What follows belongs to an exercise in optimizing a design on an open flow for small area, a short achievable clock period and few clock cycles; a production flow would make more cautious choices. In this exercise RTL edits were held to simulation tests only and were not proved equivalent to the original.

v5:
// pzip_decompressor
module pzip_decompressor (
    input  wire       clk,
    input  wire       rst,
    input  wire       in_valid,
    output wire       in_ready,
    input  wire [7:0] in_data,
    input  wire       in_last,
    output wire       out_valid,
    input  wire       out_ready,
    output wire [7:0] out_data,
    output reg        done,
    output reg        err
);
    localparam HAS   = 0,    
               TBYTE = 1,    
               TAG   = 2,    
               RLE_C = 3,    
               RLE_B = 4,    
               RLE   = 5,    
               RAW   = 6,    
               D_S0  = 7,    
               D_LO  = 8,    
               D_HI  = 9,    
               CODE  = 10,   
               HOLD  = 11,   
               FIN   = 12,   
               ENDW  = 13;   
    reg  [13:0] st;
    reg  [23:0] bbuf;
    reg  [4:0]  bcnt;
    reg         last_seen;         
    reg         last_in;           
    reg  [7:0]  ib;                
    reg         ib_v, ib_last;
    reg  [3:0]  idx;
    reg  [3:0]  tlen;
    reg  [3:0]  nshift;           
    reg  [7:0]  trail [0:14];
    reg  [7:0]  run_cnt;
    reg  [2:0]  dbits;
    reg  [7:0]  s [0:8];           
    reg  [35:0] bcd;               
    reg  [7:0]  sq [0:8];
    reg  [35:0] bcdq;
    reg         q_busy;
    reg  [3:0]  qidx;
    reg  [7:0]  qcnt;              
    reg         qrun;              
    reg         zbad;              
    reg         err_r;
    reg         ovf;               
    reg         room;              
    reg         endc;              
    reg         drn;               
    reg  [7:0]  o0, o1;
    reg  [1:0]  ocnt;
    wire [15:0] win = bbuf[23:8];
    function [3:0] add3;
        input [3:0] d;
        begin
            add3[3] = d[3] | (d[2] & (d[1] | d[0]));
            add3[2] = (d[3] & d[0]) | (d[2] & ~d[1] & ~d[0]);
  ...
==> flow/config.mk <==
export PLATFORM = sky130hd
export DESIGN_NAME = pzip_decompressor
export DESIGN_NICKNAME = pzip_decompressor
export VERILOG_FILES = /design/flow/design.v
export SDC_FILE = /design/flow/constraint.sdc
export NUM_CORES = 4
export LEC_CHECK = 0
export ABC_AREA = 1
export CAP_MARGIN = 78
export CORE_MARGIN = 2
export CORE_UTILIZATION = 40
export CTS_CLUSTER_DIAMETER = 60
export CTS_CLUSTER_SIZE = 35
export SLEW_MARGIN = 78
==> flow/constraint.sdc <==
create_clock -name core_clock -period 15.0 [get_ports {clk}]
set_input_delay 3.0000 -clock core_clock [delete_from_list [all_inputs] [get_ports {clk}]]
set_output_delay 3.0000 -clock core_clock [all_outputs]
set_load 0.01 [all_outputs]
run.sh (not shown) runs the stock make flow with config.mk's settings and CLKGATE_MAP_FILE= SYNTH_SCRIPT=/design/flow/synth_recipe.tcl, a recipe that flattens the netlist after the stock synthesis.
v5 finished end to end and its layout was clean on timing, DRC and antenna.
Testbench counts of v5, summed over its fixed seeds: cycles 43,357.
The inputs of v9 differ from those of v5 as listed below.
Settings: swapping 35 for 30 in CTS_CLUSTER_SIZE; swapping 60 for 100 in CTS_CLUSTER_DIAMETER.
--- outcome ---
v5 -> v9: chip height delta 0, exact match. v5 -> v9: share of cell area taken by muxes after synthesis delta 0, exact match. Looking at hold slack, v9 sits above v5. Number of vias after detailed routing went down slightly going from v5 to v9. When v9 is set beside v5, its clock-buffer cell count turns out to be 6 smaller.
> inputs changed (v9 -> v10)
Settings: CAP_MARGIN changed from 78 to 74; SLEW_MARGIN changed from 78 to 74; CTS_CLUSTER_DIAMETER changed from 100 to 80.
## What came out
v10 — maximum frequency about 0.5% lower, v9 as reference
Between v9 and v10, total of plain and repair buffers excluding clock buffers is lower for v10, v9 comes in above that.
Re routed wire length: v10 is about 0.46% down on v9.
Between v9 and v10, the register clock-pin slew on the reported worst setup and hold paths figures differ only marginally.
Setup changes, v10 to v16
Settings: CTS_CLUSTER_DIAMETER: 80 -> unset; CAP_MARGIN: 74 -> 78; SLEW_MARGIN: 74 -> 78; CTS_CLUSTER_SIZE: 30 -> unset.
Notes after the runs:
v16 vs. v10: global-route track usage on met2 level; area added between synthesis and finish moved up; wire length of the first global-routing pass level. There was hardly any difference in overall track demand over capacity in global routing between v10 and v16. Summary of v16 over v10: wire length after detailed routing grew by about 1.3%. v16: flow completed, timing, DRC and antenna clean. In the reports for v16 and v10, the smaller share of the core filled with cells belongs to v10.
diff inputs: v16 => v7
Settings: CAP_MARGIN: 78 -> 85; SLEW_MARGIN: 78 -> 85.
[summary]
Register fraction of the total cell area, v16 and v7, higher one = v16.
Wire length of the first global-routing pass: v7 vs v16 up 4.0 mm
Going from v16 to v7, global-route usage went up by 0.55 points, via count went up by 3.1%, detailed-route wire length on metal 1 went up by about 2.3%, clock-buffer cell count went down by 1.

[static timing again, ports no longer ideal]
Ports are ideal in the flow. The routed layouts listed here were re-timed in OpenROAD.
Step 1 assumes that a clkbuf_16 drives the clock port and a buf_2 every other input.
Step 2 adds t to the input delays and takes it off the output delays; t is the mean of the earliest and latest rising clock arrival at the registers after step 1. Input paths then give back, and output paths get back, about the clock's delay inside the block.
a / b / c = ideal ports / drivers / drivers and shift; a / b = the first two.
run	shift t [ns]	setup WS [ns]	worst data-port slew with drivers (ns)	cell pins on the clock port's net
v5	0.647	10.166 / 10.105 / 9.771	0.04	1
v9	0.639	10.152 / 10.089 / 9.755	0.04	1
v10	0.654	10.128 / 10.066 / 9.770	0.04	1
v16	0.654	10.150 / 10.090 / 9.750	0.04	1
v7	0.667	8.693 / 8.693 / 8.693	0.04	1
After both steps setup and hold are still met in every run listed. For v16, which loses most, drivers alone change the setup slack by -0.060 ns; drivers and shift together by -0.400 ns.
